From an optimization exercise on the open Yosys and OpenROAD flow, aimed at small area and a short achievable clock period; shortcuts taken in it are not production practice.
Power figures rest on the tool's default switching activity, not on a simulated workload.

## v21
==> flow/design.v <==
module crc16_tab (
    input  wire [7:0]  x,
    output reg  [15:0] t
);
    integer k;
    always @(*) begin
        t = {x, 8'h00};
        for (k = 0; k < 8; k = k + 1)
            t = t[15] ? ((t << 1) ^ 16'h1021) : (t << 1);
    end
endmodule
module dispatch_hnd (
    input  wire [7:0] opcode,
    output reg  [3:0] handler
);
    always @(*) begin
        case (opcode)
            8'h65:   handler = 4'd1;
            8'h10:   handler = 4'd2;
            8'h22:   handler = 4'd3;
            8'h31:   handler = 4'd4;
            8'h40:   handler = 4'd5;
            8'h50:   handler = 4'd6;
            8'h7A:   handler = 4'd7;
            8'h81:   handler = 4'd8;
            default: handler = 4'd0;
        endcase
    end
endmodule
module dispatch_resp (
    input  wire [3:0] handler,
    output reg  [7:0] resp_op
);
    always @(*) begin
        case (handler)
            4'd1:    resp_op = 8'h66;
            4'd2:    resp_op = 8'h11;
            4'd3:    resp_op = 8'h23;
            4'd4:    resp_op = 8'h32;
            4'd5:    resp_op = 8'h41;
            4'd6:    resp_op = 8'h51;
            4'd7:    resp_op = 8'h7B;
            4'd8:    resp_op = 8'h82;
            default: resp_op = 8'h00;
        endcase
    end
endmodule
module frame_rx #(
    parameter MAX_FRAME_LEN = 256
) (
    input  wire        clk,
    input  wire        rst,
    input  wire        start,
    input  wire [1:0]  cfg_fmt,       
    input  wire        cfg_srv,       
    input  wire [15:0] cfg_tmo,       
    input  wire [15:0] cfg_fixlen,    
    input  wire        rx_valid,
    input  wire [7:0]  rx_data,
    output wire        rx_ready,
    input  wire        tick,
    input  wire        fault,
    output wire        awaiting_body,
    output wire        res_valid,
    output wire [3:0]  res_code,
    output wire [3:0]  res_cause,
    output wire [7:0]  res_rxst,
    output wire [15:0] rx_count,
    output wire [15:0] rx_lenfield,
    output wire [15:0] target,
    output wire [15:0] idle_count,
    output wire [15:0] field_rcv,
    output wire [15:0] field_calc,
    output wire [1:0]  dcode,
    output wire [7:0]  handler,
    output wire [7:0]  resp_op,
    output wire [7:0]  req_op,
    output wire        disp_ok,
    output wire [7:0]  disp_handler
);
    localparam S_OK        = 4'd0;
    localparam S_DEVSTAT   = 4'd1;
    localparam S_TIMEOUT   = 4'd2;
    localparam S_INTEGRITY = 4'd3;
    localparam S_LENREJ    = 4'd4;
    localparam S_TFAULT    = 4'd5;
    localparam S_CMD_OP    = 4'd6;
    localparam S_CMD_LEN   = 4'd7;
    localparam S_NONE      = 4'd15;
    localparam DC_NONE    = 2'd0;
    localparam DC_OK      = 2'd1;
    localparam DC_UNKNOWN = 2'd2;
    localparam DC_BADLEN  = 2'd3;
    reg        active;       
    reg        fzb;          
    reg        ffix;         
    reg        dsp;          
    reg [15:0] tmo;          
    reg [15:0] acc;          
    reg [15:0] frcv;         
    reg        done;         
    reg [7:0]  b0;
    reg [3:0]  hnd;          
    reg [7:0]  b5;
    reg [15:0] lf;           
    reg [3:0]  rs;           
    reg [7:0]  rxst;
    reg [8:0]  cnt;
    reg [8:0]  tgt;
    reg [15:0] idle;
    reg [1:0]  dc;
    wire ge3    = (|cnt[8:2]) | (cnt[1] & cnt[0]);
    wire rs_cmd = rs[2] & rs[1] & ~rs[3];
    wire rs_len = rs_cmd & rs[0];
    wire [7:0] rom_resp;
    dispatch_resp u_resp (.handler(hnd), .resp_op(rom_resp));
    assign rx_ready      = active;
    assign awaiting_body = active & ge3;
    assign res_valid     = ~active & ~rs[3];
    assign res_code      = {rs[3:1], rs[0] & ~rs_len};
    assign res_cause     = {2'b00, rs_len, rs_cmd};
    assign res_rxst      = rxst;
    assign rx_count      = {7'd0, cnt};
    assign rx_lenfield   = lf & {16{ge3}};
    assign target        = {7'd0, tgt};
    assign idle_count    = idle;
    assign field_rcv     = frcv & {16{done}};
    assign field_calc    = acc & {16{done}};
    assign dcode         = dc;
    assign handler       = {4'd0, hnd & {4{dc[0]}}};
    assign resp_op       = rom_resp & {8{dc[0]}};
    assign req_op        = b0 & {8{dc[0] | dc[1]}};
    assign disp_ok       = dc[0] & ~dc[1];
    assign disp_handler  = {4'd0, hnd & {4{dc[0] & ~dc[1]}}};
    wire [7:0] b = rx_data;
    wire i0 = (cnt == 9'd0);
    wire i1 = (cnt == 9'd1);
    wire i2 = (cnt == 9'd2);
    wire i3 = (cnt == 9'd3);
    wire i4 = (cnt == 9'd4);
    wire i5 = (cnt == 9'd5);
    wire [8:0] cnt1 = cnt + 9'd1;
    wire       last = (cnt1 == tgt);           
    wire [15:0] t_acc, t_b;
    crc16_tab u_ta (.x(acc[15:8]), .t(t_acc));
    crc16_tab u_tb (.x(b & {8{~(i3 | i4)}}), .t(t_b));
    wire [15:0] crc_next = {acc[7:0], 8'h00} ^ t_acc ^ t_b;
    wire [7:0] sum_next = acc[7:0] + acc[15:8];
    wire       valid = fzb ? (b == ~sum_next) : (crc_next == frcv);
    wire [7:0] status = i5 ? b : b5;
    wire       st_ok  = fzb | (status == 8'h00);
    wire [7:0] b1 = lf[15:8];
    wire       len_gt256 = (|b1[7:1]) | (b1[0] & (|b));
    wire       len_lt6   = ~(|b1) & (b < 8'd6);
    wire       len_gt252 = (|b1) | (b > 8'd252);
    wire       len_zero  = ~(|b1) & ~(|b);
    wire       len_bad   = fzb ? (len_zero | len_gt252) : (len_lt6 | len_gt256);
    wire [8:0] len_tgt   = fzb ? ({1'b0, b} + 9'd4) : {b1[0], b};
    reg in_range;
    always @(*) begin
        case (hnd)
            4'd1:    in_range = (tgt == 9'd7);
            4'd2:    in_range = (tgt == 9'd6);
            4'd3:    in_range = (tgt <= 9'd10);
            4'd4:    in_range = (tgt == 9'd8);
            4'd5:    in_range = 1'b1;
            4'd6:    in_range = (tgt >= 9'd10) & (tgt <= 9'd70);
            4'd7:    in_range = (tgt >= 9'd14) & (tgt <= 9'd22);
            default: in_range = 1'b0;
        endcase
    end
    wire [3:0] b_hnd;
    dispatch_hnd u_hnd (.opcode(b), .handler(b_hnd));
    wire [15:0] idle1   = idle + 16'd1;
    wire        tmo_hit = (idle1 == tmo);
    wire fixlen_bad = (cfg_fixlen < 16'd6) || (cfg_fixlen > MAX_FRAME_LEN);
    always @(posedge clk) begin
        if (rst) begin
            active <= 1'b0;
            done   <= 1'b0;
            rs     <= S_NONE;
            rxst   <= 8'd0;
            cnt    <= 9'd0;
            tgt    <= 9'd0;
            idle   <= 16'd0;
            dc     <= DC_NONE;
        end else if (!active) begin
            if (start) begin
                if (cfg_fmt == 2'd3) begin
                    rs   <= S_CMD_OP;
                    rxst <= 8'd0;
                end else if (cfg_fmt == 2'd2 && fixlen_bad) begin
                    rs   <= S_CMD_LEN;
                    rxst <= 8'd0;
                end else begin
                    active <= 1'b1;
                    fzb    <= (cfg_fmt == 2'd1);
                    ffix   <= (cfg_fmt == 2'd2);
                    dsp    <= cfg_srv & (cfg_fmt != 2'd1);
                    tmo    <= {cfg_tmo[15:1], cfg_tmo[0] | ~(|cfg_tmo[15:1])};
                    acc    <= (cfg_fmt == 2'd1) ? 16'h0000 : 16'hFFFF;
                    done   <= 1'b0;
                    cnt    <= 9'd0;
                    tgt    <= (cfg_fmt == 2'd2) ? cfg_fixlen[8:0] : 9'd0;
                    idle   <= 16'd0;
                    dc     <= DC_NONE;
                end
            end
        end else if (fault) begin
            active <= 1'b0;
            rs     <= S_TFAULT;
            rxst   <= 8'd0;
        end else if (rx_valid) begin
            cnt  <= cnt1;
            idle <= 16'd0;
            if (i0) begin
                b0  <= b;
                hnd <= b_hnd;
            end
            if (i1) lf[15:8] <= b;
            if (i2) lf[7:0]  <= b;
            if (i3) frcv[15:8] <= b;
            if (i4) frcv[7:0]  <= b;
            if (i5) b5 <= b;
            if (!fzb)
                acc <= crc_next;
            else if (ge3)
                acc <= {b, sum_next};
            if (i2 && !ffix) begin
                if (len_bad) begin
                    active <= 1'b0;
                    rs     <= S_LENREJ;
                    rxst   <= 8'd0;
                end else begin
                    tgt <= len_tgt;
                end
            end
            if (last) begin
                active <= 1'b0;
                done   <= 1'b1;
                if (fzb) begin
                    frcv <= {8'h00, b};
                    acc  <= {8'h00, ~sum_next};
                end
                if (!valid) begin
                    rs   <= S_INTEGRITY;
                    rxst <= 8'd0;
                end else if (st_ok) begin
                    rs   <= S_OK;
                    rxst <= 8'd0;
                end else begin
                    rs   <= S_DEVSTAT;
                    rxst <= status;
                end
                if (valid && dsp)
                    dc <= (hnd == 4'd0) ? DC_UNKNOWN : in_range ? DC_OK : DC_BADLEN;
            end
        end else if (tick) begin
            if (tmo_hit) begin
                active <= 1'b0;
                rs     <= S_TIMEOUT;
                rxst   <= 8'd0;
            end else begin
                idle <= idle1;
            end
        end
    end
endmodule
clock: 6.0 ns
lec_check: 0
abc_clock_period_in_ps: 3000
cap_margin: 20
core_margin: 2
core_utilization: 40
setup_slack_margin: 3.0
slew_margin: 20
standard.sh (not shown) runs the stock make flow with config.mk's settings and CLKGATE_MAP_FILE= SYNTH_SCRIPT=/design/flow/synth_recipe.tcl, a recipe that flattens the netlist after the stock synthesis.
==> flow/flow/run.sh <==
#!/bin/bash
# Standard layout, with the port buffers made of plain buf cells instead of
# the delay buffers buffer_ports picks by default. Every port still gets one.
set -euo pipefail
export BUFFER_PORTS_ARGS="-buffer_cell sky130_fd_sc_hd__buf_2"
bash standard.sh > flow_make.log 2>&1
v21 completed every stage of the flow, and the final layout passed the timing, DRC and antenna checks.
[inputs] v19 vs v21
-- flow/design.v --
<<< v21, line 9
            t = t[15] ? ((t << 1) ^ 16'h1021) : (t << 1);
    end
endmodule
module dispatch_hnd (
>>> v19, line 9
            t = t[15] ? ((t << 1) ^ 16'h1021) : (t << 1);
    end
endmodule
module crc16_last (
    input  wire [15:0] c,
    input  wire [15:0] r,
    output wire [7:0]  d_want,
    output wire        c_ok
);
    wire [7:0] y = r[7:0];
    wire [7:0] v = {y[7] ^ y[2], y[6] ^ y[1], y[5] ^ y[0], y[4],
                    y[7] ^ y[3] ^ y[2], y[6] ^ y[2] ^ y[1], y[5] ^ y[1] ^ y[0],
                    y[4] ^ y[0]};
    wire [7:0] k = {y[3], y[2], y[1], y[7] ^ y[2] ^ y[0], y[6] ^ y[1],
                    y[5] ^ y[0], y[4], y[3]};
    assign d_want = c[15:8] ^ v;
    assign c_ok   = (c[7:0] == (r[15:8] ^ k));
endmodule
module dispatch_hnd (
<<< v21, line 100
    reg [15:0] frcv;         
    reg        done;         
    reg [7:0]  b0;
    reg [3:0]  hnd;          
>>> v19, line 115
    reg [15:0] frcv;         
    reg        done;         
    reg        ge3;          
    reg        lastb;        
    reg        tmo_hit;      
    reg [7:0]  b0;
    reg [3:0]  hnd;          
<<< v21, line 110
    reg [15:0] idle;
    reg [1:0]  dc;
    wire ge3    = (|cnt[8:2]) | (cnt[1] & cnt[0]);
    wire rs_cmd = rs[2] & rs[1] & ~rs[3];
    wire rs_len = rs_cmd & rs[0];
>>> v19, line 128
    reg [15:0] idle;
    reg [1:0]  dc;
    wire rs_cmd = rs[2] & rs[1] & ~rs[3];
    wire rs_len = rs_cmd & rs[0];
<<< v21, line 141
    wire i5 = (cnt == 9'd5);
    wire [8:0] cnt1 = cnt + 9'd1;
    wire       last = (cnt1 == tgt);           
    wire [15:0] t_acc, t_b;
    crc16_tab u_ta (.x(acc[15:8]), .t(t_acc));
>>> v19, line 158
    wire i5 = (cnt == 9'd5);
    wire [8:0] cnt1 = cnt + 9'd1;
    wire       last = lastb;
    wire [15:0] t_acc, t_b;
    crc16_tab u_ta (.x(acc[15:8]), .t(t_acc));
<<< v21, line 147
    wire [15:0] crc_next = {acc[7:0], 8'h00} ^ t_acc ^ t_b;
    wire [7:0] sum_next = acc[7:0] + acc[15:8];
    wire       valid = fzb ? (b == ~sum_next) : (crc_next == frcv);
    wire [7:0] status = i5 ? b : b5;
    wire       st_ok  = fzb | (status == 8'h00);
>>> v19, line 164
    wire [15:0] crc_next = {acc[7:0], 8'h00} ^ t_acc ^ t_b;
    wire [7:0] sum_next = acc[7:0] + acc[15:8];
    wire [7:0] crc_want;
    wire       crc_ok;
    crc16_last u_last (.c(acc), .r(frcv), .d_want(crc_want), .c_ok(crc_ok));
    wire       valid = fzb ? (b == ~sum_next) : ((b == crc_want) & crc_ok);
    wire [7:0] status = i5 ? b : b5;
    wire       st_ok  = fzb | (status == 8'h00);
<<< v21, line 173
    dispatch_hnd u_hnd (.opcode(b), .handler(b_hnd));
    wire [15:0] idle1   = idle + 16'd1;
    wire        tmo_hit = (idle1 == tmo);
    wire fixlen_bad = (cfg_fixlen < 16'd6) || (cfg_fixlen > MAX_FRAME_LEN);
    always @(posedge clk) begin
>>> v19, line 193
    dispatch_hnd u_hnd (.opcode(b), .handler(b_hnd));
    wire [15:0] idle1   = idle + 16'd1;
    wire [15:0] tmo_in  = {cfg_tmo[15:1], cfg_tmo[0] | ~(|cfg_tmo[15:1])};
    wire fixlen_bad = (cfg_fixlen < 16'd6) || (cfg_fixlen > MAX_FRAME_LEN);
    always @(posedge clk) begin
<<< v21, line 185
            idle   <= 16'd0;
            dc     <= DC_NONE;
        end else if (!active) begin
            if (start) begin
>>> v19, line 205
            idle   <= 16'd0;
            dc     <= DC_NONE;
            ge3    <= 1'b0;
        end else if (!active) begin
            if (start) begin
<<< v21, line 198
                    ffix   <= (cfg_fmt == 2'd2);
                    dsp    <= cfg_srv & (cfg_fmt != 2'd1);
                    tmo    <= {cfg_tmo[15:1], cfg_tmo[0] | ~(|cfg_tmo[15:1])};
                    acc    <= (cfg_fmt == 2'd1) ? 16'h0000 : 16'hFFFF;
                    done   <= 1'b0;
>>> v19, line 219
                    ffix   <= (cfg_fmt == 2'd2);
                    dsp    <= cfg_srv & (cfg_fmt != 2'd1);
                    tmo    <= tmo_in;
                    tmo_hit <= ~(|cfg_tmo[15:1]);
                    ge3    <= 1'b0;
                    lastb  <= 1'b0;
                    acc    <= (cfg_fmt == 2'd1) ? 16'h0000 : 16'hFFFF;
                    done   <= 1'b0;
<<< v21, line 214
            cnt  <= cnt1;
            idle <= 16'd0;
            if (i0) begin
                b0  <= b;
>>> v19, line 238
            cnt  <= cnt1;
            idle <= 16'd0;
            tmo_hit <= (tmo == 16'd1);
            if (i2) ge3 <= 1'b1;
            lastb <= (cnt + 9'd2 == tgt) & ~i2;
            if (i0) begin
                b0  <= b;
<<< v21, line 263
            end else begin
                idle <= idle1;
            end
        end
>>> v19, line 290
            end else begin
                idle <= idle1;
                tmo_hit <= (idle1 + 16'd1 == tmo);
            end
        end
--- outcome ---
[v19] setup slack fell 0.080 ns relative to v21
Any difference in clock network area share between v19 and v21 is small enough to ignore.
On final critical-path required period, v21 beats v19.
First-iteration DRC count in v19 vs v21: up 226
Sort v19 and v21 by total power draw, descending, and v21 comes first.
v19: fraction of layout cells with a size suffix above 1 is 6.9 points lower than what v21 reported.
Between v21 and v19, power drawn by the combinational cells decreased.
Sequential power across v19 and v21: no real change.
Min part of the total power dissipated in the clock network across v19 and v21: v21
Non-clock buffer count ends up higher on v21.
No functional check of the RTL was part of any run of this note.

==> separate check: timing with driven ports <==
The results above use ideal ports. As a check the final layouts listed here were re-extracted and re-timed, cells and wires unchanged.
Step 1 sets driving cells, clkbuf_16 on the clock port and buf_2 on the other inputs (assumed; they add their load-dependent delay and slew).
Step 2 also shifts input and output timing later by t, the mid clock arrival at the registers, as if the neighbouring blocks saw the same clock.
Three values: ideal, step 1, step 2; two values: the first two.
run | t, ns | slack for setup (ns) | worst data-port slew with drivers (ns)
v21 | 0.474 | 2.769 / 2.723 / 2.441 | 0.16
v19 | 0.479 | 2.689 / 2.705 / 2.226 | 0.16
After both steps setup and hold are still met in every run listed. The setup slack of v19, which loses most, moves by +0.016 ns with the drivers and by -0.463 ns with both steps.
